What follows belongs to an exercise in optimizing a design on an open flow for small area, a short achievable clock period and few clock cycles per item; a production flow would make more cautious choices. In this exercise RTL edits were held to simulation tests only and were not proved equivalent to the original.

File: design/flow/config.mk
export PLATFORM = sky130hd
export DESIGN_NAME = wsc_px3
export DESIGN_NICKNAME = wsc_px3
export VERILOG_FILES = /design/flow/design.v
export SDC_FILE = /design/flow/constraint.sdc
export NUM_CORES = 4
export LEC_CHECK = 0
export CAP_MARGIN = 20
export CORE_MARGIN = 2
export CORE_UTILIZATION = 40
export SLEW_MARGIN = 20
export SYNTH_HIERARCHICAL = 1
File: design/flow/constraint.sdc
create_clock -name core_clock -period 28.0 [get_ports {clk}]
set_input_delay 5.6000 -clock core_clock [delete_from_list [all_inputs] [get_ports {clk}]]
set_output_delay 5.6000 -clock core_clock [all_outputs]
set_load 0.01 [all_outputs]
File: design/flow/design.v
module wsc_fa (input wire a, input wire b, input wire c, output wire s, output wire co);
    assign s  = a ^ b ^ c;
    assign co = (a & b) | (a & c) | (b & c);
endmodule
module wsc_ha (input wire a, input wire b, output wire s, output wire co);
    assign s  = a ^ b;
    assign co = a & b;
endmodule
module wsc_px3_pre (
    input  wire [71:0] v,
    output wire [10:0] xs_X,
    output wire [10:0] xs_Y
);
    wire [7:0] v0 = v[7:0],   v1 = v[15:8],  v2 = v[23:16];
    wire [7:0] v3 = v[31:24], v4 = v[39:32], v5 = v[47:40];
    wire [7:0] v6 = v[55:48], v7 = v[63:56], v8 = v[71:64];
    wire [7:0] Mn = ~v4;
    wire s1 = ~(v0[2] ^ v2[2]);
    wire c2 = v0[2] | v2[2];
    wire s3, c4;
    wsc_fa us3 (.a(v0[3]), .b(v2[3]), .c(v6[3]), .s(s3), .co(c4));
    wire s5, c6;
    wsc_fa us5 (.a(v0[4]), .b(v2[4]), .c(v6[4]), .s(s5), .co(c6));
    wire s7, c8;
    wsc_fa us7 (.a(v0[5]), .b(v2[5]), .c(v6[5]), .s(s7), .co(c8));
    wire s9, c10;
    wsc_fa us9 (.a(v0[6]), .b(v2[6]), .c(v6[6]), .s(s9), .co(c10));
    wire s11, c12;
    wsc_fa us11 (.a(v0[7]), .b(v2[7]), .c(v6[7]), .s(s11), .co(c12));
    wire s13, c14;
    wsc_ha us13 (.a(v0[0]), .b(v2[0]), .s(s13), .co(c14));
    wire s15, c16;
    wsc_fa us15 (.a(v0[1]), .b(v2[1]), .c(v6[1]), .s(s15), .co(c16));
    wire s17, c18;
    wsc_fa us17 (.a(v6[2]), .b(v8[2]), .c(Mn[0]), .s(s17), .co(c18));
    wire s19, c20;
    wsc_fa us19 (.a(v8[3]), .b(Mn[1]), .c(c2), .s(s19), .co(c20));
    wire s21, c22;
    wsc_fa us21 (.a(v8[4]), .b(Mn[2]), .c(c4), .s(s21), .co(c22));
    wire s23, c24;
    wsc_fa us23 (.a(v8[5]), .b(Mn[3]), .c(c6), .s(s23), .co(c24));
    wire s25, c26;
    wsc_fa us25 (.a(v8[6]), .b(Mn[4]), .c(c8), .s(s25), .co(c26));
    wire s27, c28;
    wsc_fa us27 (.a(v8[7]), .b(Mn[5]), .c(c10), .s(s27), .co(c28));
    wire s29, c30;
    wsc_ha us29 (.a(v6[0]), .b(v8[0]), .s(s29), .co(c30));
    wire s31, c32;
    wsc_fa us31 (.a(v8[1]), .b(c14), .c(s15), .s(s31), .co(c32));
    wire s33, c34;
    wsc_fa us33 (.a(s1), .b(c16), .c(s17), .s(s33), .co(c34));
    wire s35, c36;
    wsc_fa us35 (.a(s3), .b(c18), .c(s19), .s(s35), .co(c36));
    wire s37, c38;
    wsc_fa us37 (.a(s5), .b(c20), .c(s21), .s(s37), .co(c38));
    wire s39, c40;
    wsc_fa us39 (.a(s7), .b(c22), .c(s23), .s(s39), .co(c40));
    wire s41, c42;
    wsc_fa us41 (.a(s9), .b(c24), .c(s25), .s(s41), .co(c42));
    wire s43, c44;
    wsc_fa us43 (.a(s11), .b(c26), .c(s27), .s(s43), .co(c44));
    wire s45, c46;
    wsc_fa us45 (.a(Mn[6]), .b(c12), .c(c28), .s(s45), .co(c46));
    assign xs_X = {1'b0, Mn[7], c44, c42, c40, c38, c36, c34, c32, c30, s13} + {1'b0, c46, s45, s43, s41, s39, s37, s35, s33, s31, s29};
    wire s47 = ~(v1[2] ^ v3[2]);
    wire c48 = v1[2] | v3[2];
    wire s49, c50;
    wsc_fa us49 (.a(v1[3]), .b(v3[3]), .c(v5[3]), .s(s49), .co(c50));
    wire s51, c52;
    wsc_fa us51 (.a(v1[4]), .b(v3[4]), .c(v5[4]), .s(s51), .co(c52));
    wire s53, c54;
    wsc_fa us53 (.a(v1[5]), .b(v3[5]), .c(v5[5]), .s(s53), .co(c54));
    wire s55, c56;
    wsc_fa us55 (.a(v1[6]), .b(v3[6]), .c(v5[6]), .s(s55), .co(c56));
    wire s57, c58;
    wsc_fa us57 (.a(v1[7]), .b(v3[7]), .c(v5[7]), .s(s57), .co(c58));
    wire s59, c60;
    wsc_ha us59 (.a(v1[0]), .b(v3[0]), .s(s59), .co(c60));
    wire s61, c62;
    wsc_fa us61 (.a(v1[1]), .b(v3[1]), .c(v5[1]), .s(s61), .co(c62));
    wire s63, c64;
    wsc_fa us63 (.a(v5[2]), .b(v7[2]), .c(Mn[0]), .s(s63), .co(c64));
    wire s65, c66;
    wsc_fa us65 (.a(v7[3]), .b(Mn[1]), .c(c48), .s(s65), .co(c66));
    wire s67, c68;
    wsc_fa us67 (.a(v7[4]), .b(Mn[2]), .c(c50), .s(s67), .co(c68));
    wire s69, c70;
    wsc_fa us69 (.a(v7[5]), .b(Mn[3]), .c(c52), .s(s69), .co(c70));
    wire s71, c72;
    wsc_fa us71 (.a(v7[6]), .b(Mn[4]), .c(c54), .s(s71), .co(c72));
    wire s73, c74;
    wsc_fa us73 (.a(v7[7]), .b(Mn[5]), .c(c56), .s(s73), .co(c74));
    wire s75, c76;
    wsc_ha us75 (.a(v5[0]), .b(v7[0]), .s(s75), .co(c76));
    wire s77, c78;
    wsc_fa us77 (.a(v7[1]), .b(c60), .c(s61), .s(s77), .co(c78));
    wire s79, c80;
    wsc_fa us79 (.a(s47), .b(c62), .c(s63), .s(s79), .co(c80));
    wire s81, c82;
    wsc_fa us81 (.a(s49), .b(c64), .c(s65), .s(s81), .co(c82));
    wire s83, c84;
    wsc_fa us83 (.a(s51), .b(c66), .c(s67), .s(s83), .co(c84));
    wire s85, c86;
    wsc_fa us85 (.a(s53), .b(c68), .c(s69), .s(s85), .co(c86));
    wire s87, c88;
    wsc_fa us87 (.a(s55), .b(c70), .c(s71), .s(s87), .co(c88));
    wire s89, c90;
    wsc_fa us89 (.a(s57), .b(c72), .c(s73), .s(s89), .co(c90));
    wire s91, c92;
    wsc_fa us91 (.a(Mn[6]), .b(c58), .c(c74), .s(s91), .co(c92));
    assign xs_Y = {1'b0, Mn[7], c90, c88, c86, c84, c82, c80, c78, c76, s59} + {1'b0, c92, s91, s89, s87, s85, s83, s81, s79, s77, s75};
endmodule
module wsc_px3_post (
    input  wire        op,
    input  wire [10:0] xs_X,
    input  wire [10:0] xs_Y,
    input  wire [7:0]  M,
    output wire [7:0]  res
);
    wire n93 = xs_X[0];
    wire n94 = xs_X[1];
    wire n95 = xs_X[2];
    wire n96 = xs_X[3];
    wire n97 = xs_X[4];
    wire n98 = xs_X[5];
    wire n99 = xs_X[6];
    wire n100 = xs_X[7];
    wire n101 = xs_X[8];
    wire n102 = xs_X[9];
    wire n103 = xs_X[10];
    wire n104 = ~xs_Y[0];
    wire n105 = ~xs_Y[1];
    wire n106 = ~xs_Y[2];
    wire n107 = ~xs_Y[3];
    wire n108 = ~xs_Y[4];
    wire n109 = ~xs_Y[5];
    wire n110 = ~xs_Y[6];
    wire n111 = ~xs_Y[7];
    wire n112 = ~xs_Y[8];
    wire n113 = ~xs_Y[9];
    wire n114 = ~xs_Y[10];
    wire n115 = xs_Y[0];
    wire n116 = xs_Y[1];
    wire n117 = xs_Y[2];
    wire n118 = xs_Y[3];
    wire n119 = xs_Y[4];
    wire n120 = xs_Y[5];
    wire n121 = xs_Y[6];
    wire n122 = xs_Y[7];
    wire n123 = xs_Y[8];
    wire n124 = xs_Y[9];
    wire n125 = xs_Y[10];
    wire n126 = op & xs_X[0];
    wire n127 = op & xs_X[1];
    wire n128 = op & xs_X[2];
    wire n129 = op & xs_X[3];
    wire n130 = op & xs_X[4];
    wire n131 = op & xs_X[5];
    wire n132 = op ? xs_X[6] : ~xs_X[0];
    wire n133 = op ? xs_X[7] : ~xs_X[1];
    wire n134 = op ? xs_X[8] : ~xs_X[2];
    wire n135 = op ? xs_X[9] : ~xs_X[3];
    wire n136 = op ? xs_X[10] : ~xs_X[4];
    wire n137 = ~op & ~xs_X[5];
    wire n138 = ~op & ~xs_X[6];
    wire n139 = ~op & ~xs_X[7];
    wire n140 = ~op & ~xs_X[8];
    wire n141 = ~op & ~xs_X[9];
    wire n142 = ~op & ~xs_X[10];
    wire n143 = op & xs_X[0];
    wire n144 = op ? xs_X[1] : xs_X[0];
    wire n145 = op ? xs_X[2] : xs_X[1];
    wire n146 = op ? xs_X[3] : xs_X[2];
    wire n147 = op ? xs_X[4] : xs_X[3];
    wire n148 = op ? xs_X[5] : xs_X[4];
    wire n149 = op ? xs_X[6] : xs_X[5];
    wire n150 = op ? xs_X[7] : xs_X[6];
    wire n151 = op ? xs_X[8] : xs_X[7];
    wire n152 = op ? xs_X[9] : xs_X[8];
    wire n153 = op ? xs_X[10] : xs_X[9];
    wire n154 = ~op & xs_X[10];
    wire n155 = op & xs_X[0];
    wire n156 = op & xs_X[1];
    wire n157 = op ? xs_X[2] : xs_Y[0];
    wire n158 = op ? xs_X[3] : xs_Y[1];
    wire n159 = op ? xs_X[4] : xs_Y[2];
    wire n160 = op ? xs_X[5] : xs_Y[3];
    wire n161 = op ? xs_X[6] : xs_Y[4];
    wire n162 = op ? xs_X[7] : xs_Y[5];
    wire n163 = op ? xs_X[8] : xs_Y[6];
    wire n164 = op ? xs_X[9] : xs_Y[7];
    wire n165 = op ? xs_X[10] : xs_Y[8];
    wire n166 = ~op & xs_Y[9];
    wire n167 = ~op & xs_Y[10];
    wire n168 = op & ~xs_X[0];
    wire n169 = op ? ~xs_X[1] : ~xs_Y[0];
    wire n170 = op ? ~xs_X[2] : ~xs_Y[1];
    wire n171 = op ? ~xs_X[3] : ~xs_Y[2];
    wire n172 = op ? ~xs_X[4] : ~xs_Y[3];
    wire n173 = op ? ~xs_X[5] : ~xs_Y[4];
    wire n174 = op ? ~xs_X[6] : ~xs_Y[5];
    wire n175 = op ? ~xs_X[7] : ~xs_Y[6];
    wire n176 = op ? ~xs_X[8] : ~xs_Y[7];
    wire n177 = op ? ~xs_X[9] : ~xs_Y[8];
    wire n178 = op ? ~xs_X[10] : ~xs_Y[9];
    wire n179 = ~op & ~xs_Y[10];
    wire n180 = op & ~xs_X[0];
    wire n181 = op & ~xs_X[1];
    wire n182 = op & ~xs_X[2];
    wire n183 = op & ~xs_X[3];
    wire n184 = op ? ~xs_X[4] : ~M[0];
    wire n185 = op ? ~xs_X[5] : ~M[1];
    wire n186 = op ? ~xs_X[6] : ~M[2];
    wire n187 = op ? ~xs_X[7] : ~M[3];
    wire n188 = op ? ~xs_X[8] : ~M[4];
    wire n189 = op ? ~xs_X[9] : ~M[5];
    wire n190 = op ? ~xs_X[10] : ~M[6];
    wire n191 = ~op & ~M[7];
    wire n192 = op & xs_X[0];
    wire n193 = op & xs_X[1];
    wire n194 = op & xs_X[2];
    wire n195 = op & xs_X[3];
    wire n196 = op & xs_X[4];
    wire n197 = op & xs_X[5];
    wire n198 = op & xs_X[6];
    wire n199 = op & xs_X[7];
    wire n200 = op & xs_X[8];
    wire n201 = op & xs_X[9];
    wire n202 = op & xs_X[10];
    wire n203 = ~op & ~xs_X[0];
    wire n204 = ~op & ~xs_X[1];
    wire n205 = ~op & ~xs_X[2];
    wire n206 = ~op & ~xs_X[3];
    wire n207 = ~op & ~xs_X[4];
    wire n208 = ~op & ~xs_X[5];
    wire n209 = ~op & ~xs_X[6];
    wire n210 = ~op & ~xs_X[7];
    wire n211 = ~op & ~xs_X[8];
    wire n212 = ~op & ~xs_X[9];
    wire n213 = ~op & ~xs_X[10];
    wire n214 = op & xs_X[0];
    wire n215 = op & xs_X[1];
    wire n216 = op & xs_X[2];
    wire n217 = op & xs_X[3];
    wire n218 = op & xs_X[4];
    wire n219 = op & xs_X[5];
    wire n220 = op & xs_X[6];
    wire n221 = op & xs_X[7];
    wire n222 = op & xs_X[8];
    wire n223 = op & xs_X[9];
    wire n224 = op & xs_X[10];
    wire n225 = op & ~xs_Y[0];
    wire n226 = op & ~xs_Y[1];
    wire n227 = op & ~xs_Y[2];
    wire n228 = op & ~xs_Y[3];
    wire n229 = op & ~xs_Y[4];
    wire n230 = op & ~xs_Y[5];
    wire n231 = op & ~xs_Y[6];
    wire n232 = op & ~xs_Y[7];
    wire n233 = op & ~xs_Y[8];
    wire n234 = op & ~xs_Y[9];
    wire n235 = op & ~xs_Y[10];
    wire n236 = op & xs_Y[0];
    wire n237 = op & xs_Y[1];
    wire n238 = op & xs_Y[2];
    wire n239 = op & xs_Y[3];
    wire n240 = op & xs_Y[4];
    wire n241 = op & xs_Y[5];
    wire n242 = op & xs_Y[6];
    wire n243 = op & xs_Y[7];
    wire n244 = op & xs_Y[8];
    wire n245 = op & xs_Y[9];
    wire n246 = op & xs_Y[10];
    wire n247 = op & xs_Y[0];
    wire n248 = op & xs_Y[1];
    wire n249 = op & xs_Y[2];
    wire n250 = op & xs_Y[3];
    wire n251 = op & xs_Y[4];
    wire n252 = op & xs_Y[5];
    wire n253 = op & xs_Y[6];
    wire n254 = op & xs_Y[7];
    wire n255 = op & xs_Y[8];
    wire n256 = op & xs_Y[9];
    wire n257 = op & xs_Y[10];
    wire s258, c259;
    wsc_ha us258 (.a(n127), .b(n199), .s(s258), .co(c259));
    wire s260, c261;
    wsc_ha us260 (.a(n128), .b(n180), .s(s260), .co(c261));
    wire s262, c263;
    wsc_ha us262 (.a(n129), .b(n181), .s(s262), .co(c263));
    wire s264, c265;
    wsc_fa us264 (.a(n130), .b(n182), .c(n202), .s(s264), .co(c265));
    wire s266, c267;
    wsc_ha us266 (.a(n131), .b(n183), .s(s266), .co(c267));
    wire s268 = ~(n104 ^ n132);
    wire c269 = n104 | n132;
    wire s270, c271;
    wsc_fa us270 (.a(n105), .b(n133), .c(n155), .s(s270), .co(c271));
    wire s272, c273;
    wsc_ha us272 (.a(n106), .b(n134), .s(s272), .co(c273));
    wire s274, c275;
    wsc_ha us274 (.a(n93), .b(n107), .s(s274), .co(c275));
    wire s276, c277;
    wsc_fa us276 (.a(n96), .b(n110), .c(n138), .s(s276), .co(c277));
    wire s278 = ~(n97 ^ n111);
    wire c279 = n97 | n111;
    wire s280, c281;
    wsc_ha us280 (.a(n139), .b(n161), .s(s280), .co(c281));
    wire s282, c283;
    wsc_fa us282 (.a(n98), .b(n112), .c(n140), .s(s282), .co(c283));
    wire s284, c285;
    wsc_fa us284 (.a(n143), .b(n162), .c(n171), .s(s284), .co(c285));
    wire s286, c287;
    wsc_fa us286 (.a(n99), .b(n113), .c(n115), .s(s286), .co(c287));
    wire s288, c289;
    wsc_fa us288 (.a(n141), .b(n144), .c(n163), .s(s288), .co(c289));
    wire s290, c291;
    wsc_ha us290 (.a(n172), .b(n206), .s(s290), .co(c291));
    wire s292, c293;
    wsc_fa us292 (.a(n100), .b(n114), .c(n116), .s(s292), .co(c293));
    wire s294, c295;
    wsc_fa us294 (.a(n142), .b(n145), .c(n164), .s(s294), .co(c295));
    wire s296, c297;
    wsc_ha us296 (.a(n173), .b(n207), .s(s296), .co(c297));
    wire s298 = ~(n101 ^ n117);
    wire c299 = n101 | n117;
    wire s300, c301;
    wsc_fa us300 (.a(n146), .b(n165), .c(n174), .s(s300), .co(c301));
    wire s302 = ~(n102 ^ n118);
    wire c303 = n102 | n118;
    wire s304, c305;
    wsc_fa us304 (.a(n147), .b(n166), .c(n175), .s(s304), .co(c305));
    wire s306, c307;
    wsc_fa us306 (.a(n103), .b(n119), .c(n148), .s(s306), .co(c307));
    wire s308, c309;
    wsc_fa us308 (.a(n167), .b(n176), .c(n210), .s(s308), .co(c309));
    wire s310, c311;
    wsc_fa us310 (.a(n120), .b(n149), .c(n177), .s(s310), .co(c311));
    wire s312, c313;
    wsc_ha us312 (.a(n121), .b(n150), .s(s312), .co(c313));
    wire n314 = ~n122;
    wire s315, c316;
    wsc_ha us315 (.a(n195), .b(n214), .s(s315), .co(c316));
    wire s317, c318;
    wsc_ha us317 (.a(n196), .b(n215), .s(s317), .co(c318));
    wire s319, c320;
    wsc_fa us319 (.a(n197), .b(n216), .c(n233), .s(s319), .co(c320));
    wire s321, c322;
    wsc_fa us321 (.a(n126), .b(n198), .c(n217), .s(s321), .co(c322));
    wire s323, c324;
    wsc_ha us323 (.a(n234), .b(n240), .s(s323), .co(c324));
    wire s325, c326;
    wsc_fa us325 (.a(n218), .b(n235), .c(n241), .s(s325), .co(c326));
    wire s327, c328;
    wsc_fa us327 (.a(n249), .b(op), .c(s258), .s(s327), .co(c328));
    wire s329, c330;
    wsc_fa us329 (.a(n200), .b(n219), .c(n242), .s(s329), .co(c330));
    wire s331, c332;
    wsc_fa us331 (.a(n250), .b(c259), .c(s260), .s(s331), .co(c332));
    wire s333, c334;
    wsc_fa us333 (.a(n201), .b(n220), .c(n243), .s(s333), .co(c334));
    wire s335, c336;
    wsc_fa us335 (.a(n251), .b(c261), .c(s262), .s(s335), .co(c336));
    wire s337, c338;
    wsc_fa us337 (.a(n221), .b(n244), .c(n252), .s(s337), .co(c338));
    wire s339, c340;
    wsc_fa us339 (.a(op), .b(c263), .c(s264), .s(s339), .co(c340));
    wire s341, c342;
    wsc_fa us341 (.a(n222), .b(n245), .c(n253), .s(s341), .co(c342));
    wire s343, c344;
    wsc_fa us343 (.a(op), .b(c265), .c(s266), .s(s343), .co(c344));
    wire s345, c346;
    wsc_fa us345 (.a(n184), .b(n223), .c(n246), .s(s345), .co(c346));
    wire s347, c348;
    wsc_fa us347 (.a(n254), .b(c267), .c(s268), .s(s347), .co(c348));
    wire s349, c350;
    wsc_fa us349 (.a(n185), .b(n224), .c(n255), .s(s349), .co(c350));
    wire s351, c352;
    wsc_fa us351 (.a(~op), .b(c269), .c(s270), .s(s351), .co(c352));
    wire s353, c354;
    wsc_fa us353 (.a(n156), .b(n186), .c(n256), .s(s353), .co(c354));
    wire s355, c356;
    wsc_fa us355 (.a(op), .b(c271), .c(s272), .s(s355), .co(c356));
    wire s357, c358;
    wsc_fa us357 (.a(n135), .b(n157), .c(n187), .s(s357), .co(c358));
    wire s359, c360;
    wsc_fa us359 (.a(n257), .b(c273), .c(s274), .s(s359), .co(c360));
    wire s361, c362;
    wsc_fa us361 (.a(n94), .b(n108), .c(n136), .s(s361), .co(c362));
    wire s363, c364;
    wsc_fa us363 (.a(n158), .b(n188), .c(c275), .s(s363), .co(c364));
    wire s365, c366;
    wsc_fa us365 (.a(n95), .b(n109), .c(n137), .s(s365), .co(c366));
    wire s367, c368;
    wsc_fa us367 (.a(n159), .b(n168), .c(n189), .s(s367), .co(c368));
    wire s369, c370;
    wsc_fa us369 (.a(n160), .b(n169), .c(n190), .s(s369), .co(c370));
    wire s371, c372;
    wsc_fa us371 (.a(n203), .b(op), .c(s276), .s(s371), .co(c372));
    wire s373, c374;
    wsc_fa us373 (.a(n170), .b(n191), .c(n204), .s(s373), .co(c374));
    wire s375, c376;
    wsc_fa us375 (.a(c277), .b(s278), .c(s280), .s(s375), .co(c376));
    wire s377, c378;
    wsc_fa us377 (.a(n205), .b(op), .c(c279), .s(s377), .co(c378));
    wire s379, c380;
    wsc_fa us379 (.a(c281), .b(s282), .c(s284), .s(s379), .co(c380));
    wire s381, c382;
    wsc_fa us381 (.a(op), .b(c283), .c(c285), .s(s381), .co(c382));
    wire s383, c384;
    wsc_fa us383 (.a(s286), .b(s288), .c(s290), .s(s383), .co(c384));
    wire s385, c386;
    wsc_fa us385 (.a(c287), .b(c289), .c(c291), .s(s385), .co(c386));
    wire s387, c388;
    wsc_fa us387 (.a(s292), .b(s294), .c(s296), .s(s387), .co(c388));
    wire s389, c390;
    wsc_fa us389 (.a(n208), .b(c293), .c(c295), .s(s389), .co(c390));
    wire s391, c392;
    wsc_fa us391 (.a(c297), .b(s298), .c(s300), .s(s391), .co(c392));
    wire s393, c394;
    wsc_fa us393 (.a(n209), .b(M[0]), .c(c299), .s(s393), .co(c394));
    wire s395, c396;
    wsc_fa us395 (.a(c301), .b(s302), .c(s304), .s(s395), .co(c396));
    wire s397, c398;
    wsc_fa us397 (.a(M[1]), .b(~op), .c(c303), .s(s397), .co(c398));
    wire s399, c400;
    wsc_fa us399 (.a(c305), .b(s306), .c(s308), .s(s399), .co(c400));
    wire s401, c402;
    wsc_fa us401 (.a(n211), .b(M[2]), .c(op), .s(s401), .co(c402));
    wire s403, c404;
    wsc_fa us403 (.a(c307), .b(c309), .c(s310), .s(s403), .co(c404));
    wire s405, c406;
    wsc_fa us405 (.a(n178), .b(n212), .c(M[3]), .s(s405), .co(c406));
    wire s407, c408;
    wsc_fa us407 (.a(~op), .b(c311), .c(s312), .s(s407), .co(c408));
    wire s409, c410;
    wsc_fa us409 (.a(n151), .b(n179), .c(n213), .s(s409), .co(c410));
    wire s411, c412;
    wsc_fa us411 (.a(M[4]), .b(c313), .c(n314), .s(s411), .co(c412));
    wire s413, c414;
    wsc_fa us413 (.a(n123), .b(n152), .c(M[5]), .s(s413), .co(c414));
    wire s415, c416;
    wsc_ha us415 (.a(op), .b(n122), .s(s415), .co(c416));
    wire s417, c418;
    wsc_fa us417 (.a(n124), .b(n153), .c(M[6]), .s(s417), .co(c418));
    wire s419, c420;
    wsc_ha us419 (.a(n125), .b(n154), .s(s419), .co(c420));
    wire s421, c422;
    wsc_ha us421 (.a(n231), .b(n237), .s(s421), .co(c422));
    wire s423, c424;
    wsc_fa us423 (.a(n232), .b(n238), .c(c316), .s(s423), .co(c424));
    wire s425, c426;
    wsc_fa us425 (.a(n239), .b(n247), .c(c318), .s(s425), .co(c426));
    wire s427, c428;
    wsc_fa us427 (.a(n248), .b(c320), .c(s321), .s(s427), .co(c428));
    wire s429, c430;
    wsc_fa us429 (.a(c322), .b(c324), .c(s325), .s(s429), .co(c430));
    wire s431, c432;
    wsc_fa us431 (.a(c326), .b(c328), .c(s329), .s(s431), .co(c432));
    wire s433, c434;
    wsc_fa us433 (.a(c330), .b(c332), .c(s333), .s(s433), .co(c434));
    wire s435, c436;
    wsc_fa us435 (.a(c334), .b(c336), .c(s337), .s(s435), .co(c436));
    wire s437, c438;
    wsc_fa us437 (.a(c338), .b(c340), .c(s341), .s(s437), .co(c438));
    wire s439, c440;
    wsc_fa us439 (.a(c342), .b(c344), .c(s345), .s(s439), .co(c440));
    wire s441, c442;
    wsc_fa us441 (.a(c346), .b(c348), .c(s349), .s(s441), .co(c442));
    wire s443, c444;
    wsc_fa us443 (.a(c350), .b(c352), .c(s353), .s(s443), .co(c444));
    wire s445, c446;
    wsc_fa us445 (.a(c354), .b(c356), .c(s357), .s(s445), .co(c446));
    wire s447, c448;
    wsc_fa us447 (.a(c358), .b(c360), .c(s361), .s(s447), .co(c448));
    wire s449, c450;
    wsc_fa us449 (.a(c362), .b(c364), .c(s365), .s(s449), .co(c450));
    wire s451, c452;
    wsc_fa us451 (.a(c366), .b(c368), .c(s369), .s(s451), .co(c452));
    wire s453, c454;
    wsc_fa us453 (.a(c370), .b(c372), .c(s373), .s(s453), .co(c454));
    wire s455, c456;
    wsc_fa us455 (.a(c374), .b(c376), .c(s377), .s(s455), .co(c456));
    wire s457, c458;
    wsc_fa us457 (.a(c378), .b(c380), .c(s381), .s(s457), .co(c458));
    wire s459, c460;
    wsc_fa us459 (.a(c382), .b(c384), .c(s385), .s(s459), .co(c460));
    wire s461, c462;
    wsc_fa us461 (.a(c386), .b(c388), .c(s389), .s(s461), .co(c462));
    wire s463, c464;
    wsc_fa us463 (.a(c390), .b(c392), .c(s393), .s(s463), .co(c464));
    wire s465, c466;
    wsc_fa us465 (.a(c394), .b(c396), .c(s397), .s(s465), .co(c466));
    wire s467, c468;
    wsc_fa us467 (.a(c398), .b(c400), .c(s401), .s(s467), .co(c468));
    wire s469, c470;
    wsc_fa us469 (.a(c402), .b(c404), .c(s405), .s(s469), .co(c470));
    wire s471, c472;
    wsc_fa us471 (.a(c406), .b(c408), .c(s409), .s(s471), .co(c472));
    wire s473, c474;
    wsc_fa us473 (.a(c410), .b(c412), .c(s413), .s(s473), .co(c474));
    wire s475, c476;
    wsc_fa us475 (.a(~op), .b(c414), .c(c416), .s(s475), .co(c476));
    wire s477, c478;
    wsc_fa us477 (.a(M[7]), .b(~op), .c(c418), .s(s477), .co(c478));
    wire s479, c480;
    wsc_ha us479 (.a(n194), .b(n230), .s(s479), .co(c480));
    wire s481, c482;
    wsc_fa us481 (.a(op), .b(s315), .c(s421), .s(s481), .co(c482));
    wire s483, c484;
    wsc_fa us483 (.a(s317), .b(c422), .c(s423), .s(s483), .co(c484));
    wire s485, c486;
    wsc_fa us485 (.a(s319), .b(c424), .c(s425), .s(s485), .co(c486));
    wire s487, c488;
    wsc_fa us487 (.a(s323), .b(c426), .c(s427), .s(s487), .co(c488));
    wire s489, c490;
    wsc_fa us489 (.a(s327), .b(c428), .c(s429), .s(s489), .co(c490));
    wire s491, c492;
    wsc_fa us491 (.a(s331), .b(c430), .c(s431), .s(s491), .co(c492));
    wire s493, c494;
    wsc_fa us493 (.a(s335), .b(c432), .c(s433), .s(s493), .co(c494));
    wire s495, c496;
    wsc_fa us495 (.a(s339), .b(c434), .c(s435), .s(s495), .co(c496));
    wire s497, c498;
    wsc_fa us497 (.a(s343), .b(c436), .c(s437), .s(s497), .co(c498));
    wire s499, c500;
    wsc_fa us499 (.a(s347), .b(c438), .c(s439), .s(s499), .co(c500));
    wire s501, c502;
    wsc_fa us501 (.a(s351), .b(c440), .c(s441), .s(s501), .co(c502));
    wire s503, c504;
    wsc_fa us503 (.a(s355), .b(c442), .c(s443), .s(s503), .co(c504));
    wire s505, c506;
    wsc_fa us505 (.a(s359), .b(c444), .c(s445), .s(s505), .co(c506));
    wire s507, c508;
    wsc_fa us507 (.a(s363), .b(c446), .c(s447), .s(s507), .co(c508));
    wire s509, c510;
    wsc_fa us509 (.a(s367), .b(c448), .c(s449), .s(s509), .co(c510));
    wire s511, c512;
    wsc_fa us511 (.a(s371), .b(c450), .c(s451), .s(s511), .co(c512));
    wire s513, c514;
    wsc_fa us513 (.a(s375), .b(c452), .c(s453), .s(s513), .co(c514));
    wire s515, c516;
    wsc_fa us515 (.a(s379), .b(c454), .c(s455), .s(s515), .co(c516));
    wire s517, c518;
    wsc_fa us517 (.a(s383), .b(c456), .c(s457), .s(s517), .co(c518));
    wire s519, c520;
    wsc_fa us519 (.a(s387), .b(c458), .c(s459), .s(s519), .co(c520));
    wire s521, c522;
    wsc_fa us521 (.a(s391), .b(c460), .c(s461), .s(s521), .co(c522));
    wire s523, c524;
    wsc_fa us523 (.a(s395), .b(c462), .c(s463), .s(s523), .co(c524));
    wire s525, c526;
    wsc_fa us525 (.a(s399), .b(c464), .c(s465), .s(s525), .co(c526));
    wire s527, c528;
    wsc_fa us527 (.a(s403), .b(c466), .c(s467), .s(s527), .co(c528));
    wire s529, c530;
    wsc_fa us529 (.a(s407), .b(c468), .c(s469), .s(s529), .co(c530));
    wire s531, c532;
    wsc_fa us531 (.a(s411), .b(c470), .c(s471), .s(s531), .co(c532));
    wire s533, c534;
    wsc_fa us533 (.a(s415), .b(c472), .c(s473), .s(s533), .co(c534));
    wire s535, c536;
    wsc_fa us535 (.a(s417), .b(c474), .c(s475), .s(s535), .co(c536));
    wire s537, c538;
    wsc_fa us537 (.a(s419), .b(c476), .c(s477), .s(s537), .co(c538));
    wire [34:0] A = {c536, c534, c532, c530, c528, c526, c524, c522, c520, c518, c516, c514, c512, c510, c508, c506, c504, c502, c500, c498, c496, c494, c492, c490, c488, c486, c484, c482, c480, n236, 1'b0, 1'b0, 1'b0, 1'b0, 1'b0} + {s537, s535, s533, s531, s529, s527, s525, s523, s521, s519, s517, s515, s513, s511, s509, s507, s505, s503, s501, s499, s497, s495, s493, s491, s489, s487, s485, s483, s481, s479, 1'b0, 1'b0, 1'b0, 1'b0, 1'b0};
    wire [7:0]  q = A[34:27];
    reg lo_ok;
    always @* begin
        casez (q)
            8'b1???????: lo_ok = 1'b1;
            8'b01??????: lo_ok = &A[9:9];
            8'b001?????: lo_ok = &A[9:8];
            8'b0001????: lo_ok = &A[9:7];
            8'b00001???: lo_ok = &A[9:6];
            8'b000001??: lo_ok = &A[9:5];
            8'b0000001?: lo_ok = &A[9:4];
            8'b00000001: lo_ok = &A[9:3];
            default:     lo_ok = &A[9:3] & (A[2] | (A[1] & A[0]));
        endcase
    end
    wire flag = op & (&A[26:10]) & lo_ok;
    assign res = q + {7'd0, flag};
endmodule
module wsc_px3 (
    input  wire         clk,
    input  wire         rst,
    input  wire         in_valid,
    output wire         in_ready,
    input  wire         in_op,        
    input  wire [287:0] in_win,
    output reg          out_valid,
    input  wire         out_ready,
    output reg  [31:0]  out_pix
);
    wire [43:0] xsx_w, xsy_w;
    genvar c;
    generate
        for (c = 0; c < 4; c = c + 1) begin : pre
            wsc_px3_pre u (
                .v   ({in_win[256+8*c +: 8], in_win[224+8*c +: 8], in_win[192+8*c +: 8],
                       in_win[160+8*c +: 8], in_win[128+8*c +: 8], in_win[96+8*c +: 8],
                       in_win[64+8*c +: 8],  in_win[32+8*c +: 8],  in_win[8*c +: 8]}),
                .xs_X(xsx_w[11*c +: 11]),
                .xs_Y(xsy_w[11*c +: 11])
            );
        end
    endgenerate
    reg         s1_valid;
    reg         s1_op;
    reg  [43:0] s1_xsx, s1_xsy;
    reg  [31:0] s1_m;
    reg         k0_valid, k1_valid;
    reg  [31:0] k0_pix, k1_pix;
    assign in_ready = !k1_valid && !(k0_valid && s1_valid);
    wire accept = in_valid && in_ready;
    always @(posedge clk) begin
        if (rst)
            s1_valid <= 1'b0;
        else
            s1_valid <= accept;
    end
    always @(posedge clk) begin
        s1_op  <= in_op;
        s1_xsx <= xsx_w;
        s1_xsy <= xsy_w;
        s1_m   <= in_win[159:128];              
    end
    wire [31:0] res;
    generate
        for (c = 0; c < 4; c = c + 1) begin : post
            wsc_px3_post u (
                .op  (s1_op),
                .xs_X(s1_xsx[11*c +: 11]),
                .xs_Y(s1_xsy[11*c +: 11]),
                .M   (s1_m[8*c +: 8]),
                .res (res[8*c +: 8])
            );
        end
    endgenerate
    wire head_free = !out_valid || out_ready;
    always @(posedge clk) begin
        if (rst) begin
            out_valid <= 1'b0;
            k0_valid  <= 1'b0;
            k1_valid  <= 1'b0;
        end else if (head_free) begin
            out_valid <= k0_valid || s1_valid;
            k0_valid  <= k1_valid || (k0_valid && s1_valid);
            k1_valid  <= k1_valid && s1_valid;
        end else begin
            k0_valid  <= k0_valid || s1_valid;
            k1_valid  <= k1_valid || (k0_valid && s1_valid);
        end
    end
    always @(posedge clk) begin
        if (head_free)
            out_pix <= k0_valid ? k0_pix : res;
        if (head_free || !k0_valid)
            k0_pix <= (head_free && k1_valid) ? k1_pix : res;
        if (head_free || !k1_valid)
            k1_pix <= res;
    end
endmodule
File: design/flow/flow/run.sh
#!/bin/bash
set -e
export BUFFER_PORTS_ARGS="-buffer_cell sky130_fd_sc_hd__buf_1"
bash standard.sh > standard.log 2>&1
File: design/flow/standard.sh
#!/bin/bash
# synth_recipe.tcl (not shown) runs the flow's synth.tcl, then flattens the netlist and writes it again
# the make line also repeats each setting of config.mk as NAME=value (left out here)
make -C /OpenROAD-flow-scripts/flow DESIGN_CONFIG=/design/flow/config.mk WORK_HOME=/design/flow/orfs CLKGATE_MAP_FILE= SYNTH_SCRIPT=/design/flow/synth_recipe.tcl "${@:-finish}"
==> results of run 1 <==
==> how the worst min path moves through the flow <==
stage	startpoint	endpoint	cells past startpoint
4_1_cts	k0_pix[20]	out_pix[20]	1
5_1_grt	k1_pix[24]	k0_pix[24]	1
2_1_floorplan	s1_valid	k1_valid	2
3_3_place_gp	k0_pix[24]	out_pix[24]	1
3_5_place_dp	k0_pix[24]	out_pix[24]	1
6_report	k1_pix[27]	k0_pix[27]	1
==> stage by stage <==
| step | setup slack [ps] | hold WS, ps | std cells |
|---|---|---|---|
| finish | 19770 | 531 | 4505 |
| detailed placement | 19520 | 533 | 4455 |
| global route | 19200 | 549 | 4505 |
| floorplan | 19800 | 507 | 3066 |
| CTS | 19800 | 541 | 4505 |
| global placement | 19580 | 528 | 4455 |
==> registers in the layout (all words and copies together) (netlist names) <==
signal / flops
k1_valid: 1
out_pix: 32
k0_pix: 32
s1_xsy: 44
s1_m: 32
k1_pix: 32
out_valid: 1
s1_xsx: 44
s1_valid: 1
s1_op: 1
k0_valid: 1
==> layout make-up <==
class / instances / area [um2]
clock inverters: 14 / 184
well taps: 1144 / 1430
clock buffers: 36 / 803
repair buffers: 332 / 1270
fillers: 8172 / 47700
flip-flops and latches: 221 / 5390
multi-input cells: 2532 / 27300
inverters: 226 / 851
==> modules after synthesis (local to each module, per instance) <==
module / times used / cell area (um2) / cells inside / flops+latches
wsc_px3_post: 4 / 2570 / 387 / 0
wsc_ha: 84 / 12.5 / 1 / 0
wsc_px3: 1 / 6390 / 306 / 221
wsc_fa: 636 / 20.0 / 1 / 0
wsc_px3_pre: 4 / 921 / 123 / 0
==> worst max-delay path, stage by stage (launching register included) <==
cell and delay (ps):
dfxtp_4 630, buf_4 550, buf_4 620, inv_2 550, nor2_1 330, nor2_1 110, fa_1 480, fa_1 430
fa_1 530, fa_1 420, ha_1 390, a21oi_1 310, o21ba_4 210, o211ai_1 130, a221o_1 340, a211o_1 350
a311o_1 290, a21oi_1 120, o311a_1 170, ha_1 170, ha_1 200, nand3_1 100, xor2_1 190, mux2_2 280
==> metal layers <==
metal / routed length, um / vias to the layer above
met4: 2900 / 0
met2: 41300 / 795
met3: 5000 / 140
li1: - / 11210
met1: 38800 / 12103
met5: 0 / -
==> placed cells by master (no fill, tap or decap), types with 16 or more instances in the layout <==
cell and instances:
and3_1 28, fa_1 648, o21ai_0 116, nand2_1 118, inv_1 221, buf_1 326, ha_1 312, a21oi_1 217
nor2_1 251, mux2_4 30, xor2_1 56, o21ai_1 20, nand4_1 40, a211o_1 16, o21a_1 16, mux2_2 34
a21o_1 89, xnor2_1 108, clkbuf_16 30, and2_1 40, nor3_1 36, nand3_1 44, nor2b_1 32, edfxtp_1 96
dfxtp_1 123, a31oi_1 16, a21oi_2 24
==> logic make-up (layout without fill, tap and decap cells) <==
| group | count (synthesis) | after routing | synth area share |
|---|---|---|---|
| XOR/XNOR | 164 | 164 | 0.0421 |
| adder cells (fa/ha/maj) | 960 | 960 | 0.495 |
| AND/OR/NAND/NOR | 652 | 652 | 0.0913 |
| flip-flops | 221 | 221 | 0.158 |
| AO/OA/AOI/OAI | 684 | 684 | 0.145 |
| buffers and inverters | 313 | 608 | 0.0422 |
| multiplexers | 72 | 72 | 0.0268 |
==> flow_summary.json, run 1 <==
{
  "io_buffer_count": 326,
  "nNetsFinal": 4594,
  "ys_seq_elements": 221,
  "cts_root_buf": "clkbuf_16",
  "use_met3": 0.0277,
  "post_cts_buffers": 0,
  "vias": 24248,
  "path_max_fanout": 54,
  "clock-sinks": 221,
  "hold_class": "reg -> reg",
  "synth_flop_cell": "dfxtp_1",
  "hpwl_um": 75800,
  "start_kind": "flop",
  "synth_async_sr_flop_share": 0,
  "area_growth_pct": 9.10,
  "die_x_um": 296,
  "fmax_ghz": 0.122,
  "drtAntennaViolNets": 0,
  "use_met2": 0.331,
  "gr-total-overflow": 0,
  "worstPathRequired_ps": 28320,
  "gp_congestion": 0.969,
  "synth_edf_count": 96,
  "status": "timing/DRC/antenna clean",
  "synthTopCellsByCount": "fa_1 (648), ha_1 (312), nor2_1 (251)",
  "tritoncts": "yes",
  "numCtsBuffers": 28,
  "reg2reg_slack_ps": 19770,
  "slew_viol_final": 0,
  "drv_cap": 0,
  "relSlewSlack": 0.327,
  "start_util": 0.402,
  "clockBufferDepth": 3,
  "wl_per_cell_um": 19.6,
  "synth_nets": 4319,
  "grt_pass1_vias": 25282,
  "placed_area_um2": 36200,
  "ctsResizeCount": 0,
  "setup_viol_count_final": 0,
  "grt_use_total": 0.203,
  "fin_util": 0.439,
  "crit_start": "s1_op",
  "synth.yosys.seq_area_share": 0.158,
  "diodes": 0,
  "syn-instance-count": 3066,
  "gr-max-usage-layer": "met2",
  "setup_tns_ps": 0,
  "ios": 327,
  "r2r_end": "out_pix[12]",
  "synth_area_leaders": "fa_1 (38%), ha_1 (11%), edfxtp_1 (8.4%)",
  "r2r-start": "s1_op",
  "drt_iter0_markers": 1833,
  "fin_crit_sh": 0.294,
  "clkTransAtPathRegs_ps": 60,
  "timing_worst_slew_pin_value_ps": 1010,
  "hold_viol_final": 0,
  "ys_types": 74,
  "min_period_ps": 8230,
  "rsz0062_at_grt": "no",
  "skew_ps": 20.7,
  "die_h_um": 296,
  "cp.arrival_ps": 8550,
  "wl_um": 88100,
  "fin_area_um2": 37200,
  "placementRows": 107,
  "antenna_found_initial": 0,
  "yosys_warnings": 8,
  "netlist_area_um2": 34100,
  "core_region_area_um2": 84900,
  "critical_path_class": "reg -> reg",
  "cts_hold_buf": 0,
  "avgSynthCellArea_um2": 11.1,
  "layout-drive-gt1-share": 0.0637,
  "route.detailed.drc": 0,
  "grt_pass1_wl_um": 139000,
  "crit_path_end": "out_pix[12]",
  "grt_use_met1": 0.282,
  "clkLatencyLatePin_ps": 580,
  "vias_per_cell": 5.38,
  "cts_max_level": 1,
  "synth_top_area_frac": 0.380,
  "grt_max_degree": 69,
  "r2r_cells": 23,
  "synth_top_cell_by_area": "fa_1",
  "yosysMostFrequentCell": "fa_1",
  "first_pass_iters": 6,
  "die_area_um2": 87700,
  "crit_path_end_kind": "flop"
}
Testbench counts, summed over its fixed seeds: cycles 12,016, items 12,000.
==> run 2, diff against run 1 <==
==> design/flow/run.sh (new file) <==
#!/bin/bash
# synth_recipe.tcl (not shown) runs the flow's synth.tcl, then flattens the netlist and writes it again
# the make line also repeats each setting of config.mk as NAME=value (left out here)
make -C /OpenROAD-flow-scripts/flow DESIGN_CONFIG=/design/flow/config.mk WORK_HOME=/design/flow/orfs CLKGATE_MAP_FILE= SYNTH_SCRIPT=/design/flow/synth_recipe.tcl finish
removed: design/flow/flow/run.sh
removed: design/flow/standard.sh
==> run 2 against run 1 <==
  * Cell area up 5.4%
  * Critical path depth stayed put
  * Clock skew increased by 4.5 ps
  * Synthesized area is the same
  * Sequential share of layout area fell by 0.75 points
==> flow_summary.json, run 2 <==
{
  "antenna_found_initial": 1,
  "ys_types": 74,
  "grt_pass1_vias": 25784,
  "wl_um": 90000,
  "synth_top_cell_by_area": "fa_1",
  "syn-instance-count": 3066,
  "avgSynthCellArea_um2": 11.1,
  "numCtsBuffers": 28,
  "grt_use_total": 0.208,
  "skew_ps": 25.2,
  "rsz0062_at_grt": "no",
  "route.detailed.drc": 0,
  "die_h_um": 296,
  "status": "timing/DRC/antenna clean",
  "wl_per_cell_um": 20.0,
  "core_region_area_um2": 84900,
  "cts_max_level": 1,
  "fmax_ghz": 0.119,
  "nNetsFinal": 4596,
  "vias_per_cell": 5.38,
  "area_growth_pct": 15.0,
  "setup_tns_ps": 0,
  "clock-sinks": 221,
  "vias": 24273,
  "layout-drive-gt1-share": 0.0642,
  "r2r_cells": 23,
  "synth.yosys.seq_area_share": 0.158,
  "final_common_cell": "fa_1",
  "crit_path_end_kind": "flop",
  "synth_edf_count": 96,
  "relSlewSlack": 0.350,
  "worstPathRequired_ps": 28320,
  "hold_class": "reg -> reg",
  "grt_max_degree": 61,
  "min_period_ps": 8440,
  "clockBufferDepth": 3,
  "fin_area_um2": 39200,
  "start_util": 0.402,
  "tritoncts": "yes",
  "diodes": 0,
  "placed_area_um2": 38300,
  "setup_viol_count_final": 0,
  "synth_flop_cell": "dfxtp_1",
  "seq_area_um2": 5390,
  "die_area_um2": 87700,
  "hold_depth": 1,
  "start_kind": "flop",
  "hpwl_um": 77700,
  "post_cts_buffers": 0,
  "die_x_um": 296,
  "io_buffer_count": 326,
  "gr-total-overflow": 0,
  "ys_seq_elements": 221,
  "drv_cap": 0,
  "clkLatencyLatePin_ps": 570,
  "drt_iter0_markers": 1677,
  "yosys_warnings": 8,
  "final_cell_mix": "fa_1 (648), clkdlybuf4s50_1 (326), ha_1 (312)",
  "drtAntennaViolNets": 0,
  "critical_path_class": "reg -> reg",
  "grt_pass1_wl_um": 142000,
  "path_max_fanout": 60,
  "fin_crit_sh": 0.301,
  "yosysMostFrequentCell": "fa_1",
  "multi_input_area_um2": 27300,
  "cts_hold_buf": 0,
  "synth_top_area_frac": 0.380,
  "synth_async_sr_flop_share": 0,
  "netlist_area_um2": 34100,
  "n_fill_cell": 8034,
  "ios": 327,
  "synth_area_leaders": "fa_1 (38%), ha_1 (11%), edfxtp_1 (8.4%)",
  "cts_root_buf": "clkbuf_16",
  "clkTransAtPathRegs_ps": 60,
  "placementRows": 107,
  "gp_congestion": 0.946,
  "timing_worst_slew_pin_value_ps": 974,
  "reg.largest.list": "s1_xsx: 44 flops, s1_xsy: 44 flops",
  "slew_viol_final": 0,
  "ctsResizeCount": 0,
  "cp.arrival_ps": 8760,
  "synth_nets": 4319,
  "first_pass_iters": 5,
  "hold_viol_final": 0,
  "synthTopCellsByCount": "fa_1 (648), ha_1 (312), nor2_1 (251)"
}
## run 2: changes by cell type in the layout (fill, tap and decap cells not counted), moves of 3 or more
cell             change
buf_1              -326
clkbuf_8             +3
clkdlybuf4s50_1    +326
clkinv_4             +4
inv_4                -3
## run 2: path summary, 6_finish.rpt
path | slack (ps) | start | endpoint
max | 19560 | s1_op | out_pix[15]
min | 530 | k0_pix[31] | out_pix[31]
max reg2reg | 19560 | s1_op | out_pix[15]
min reg2reg | 530 | k0_pix[31] | out_pix[31]
## run 2: kinds of logic (layout without fill, tap and decap cells)
logic type,Yosys count,in the layout,share of synthesized area
compound gates,684,684,0.145
mux,72,72,0.0268
buf+inv,313,612,0.0422
flops,221,221,0.158
simple gates,652,652,0.0913
fa+ha+maj,960,960,0.495
xor+xnor,164,164,0.0421
## run 2: through the flow
| stage | hold WS, ps | utilization | setup slack, ps | cells |
|---|---|---|---|---|
| floorplan | 507 | - | 19800 | 3066 |
| global placement | 527 | 0.451 | 19200 | 4457 |
| detailed placement | 532 | 0.451 | 19170 | 4457 |
| CTS | 538 | 0.462 | 19630 | 4509 |
| global route | 542 | 0.462 | 19130 | 4509 |
| finish | 528 | 0.462 | 19560 | 4509 |
## run 2: routing by layer
metal	GRT usage	vias up	wire, um
li1	-	11225	-
met1	0.288	12122	39300
met2	0.338	798	42400
met3	0.0319	128	5330
met4	0.0611	0	2950
met5	0	-	0
## run 2: Yosys stat by module (local to each module, per instance)
module        times used  cells
wsc_ha                84      1
wsc_fa               636      1
wsc_px3_pre            4    123
wsc_px3_post           4    387
wsc_px3                1    306
## run 2: area by class of cell
cell class	count	area share
multi-input combinational	2532	0.696
clock inverter	10	0.00338
tap	1144	0.0365
inverter	226	0.0217
clock buffer	42	0.0209
sequential	221	0.137
timing repair buffer	334	0.0847
## run 2: critical path, cell delays in order (launching register included)
cell	delay (ps)
dfxtp_4	780
buf_4	580
buf_4	690
nand2_1	240
inv_1	380
a21oi_1	110
fa_1	500
fa_1	400
fa_1	530
fa_1	420
ha_1	470
nand4_1	190
nor4_1	550
nand3_1	140
o21ai_0	170
a31oi_1	90
xnor2_1	500
a22o_1	230
o311a_1	180
ha_1	170
and2_1	170
nand4_1	150
xnor2_1	220
mux2_2	290

## separate check: timing with driven ports
Ports are ideal in the flow. The routed layouts listed here were re-timed in OpenROAD. Step 1, drivers: a clkbuf_16 drives clk and a buf_2 each remaining input, both assumed. Step 2 also shifts input and output timing later by t, the mid clock arrival at the registers, as if the neighbouring blocks saw the same clock. a / b / c = no drivers / after step 1 / after step 2; a / b = the first two.
| run | t, ns | setup slack, ns | cell pins on the clock port's net |
|---|---|---|---|
| run 1 | 0.631 | 19.775 / 19.775 / 19.529 | 1 |
| run 2 | 0.625 | 19.565 / 19.565 / 19.190 | 1 |
After both steps setup and hold are still met in every run listed. For run 2, which loses most, drivers alone change the setup slack by 0.000 ns; drivers and shift together by -0.375 ns.
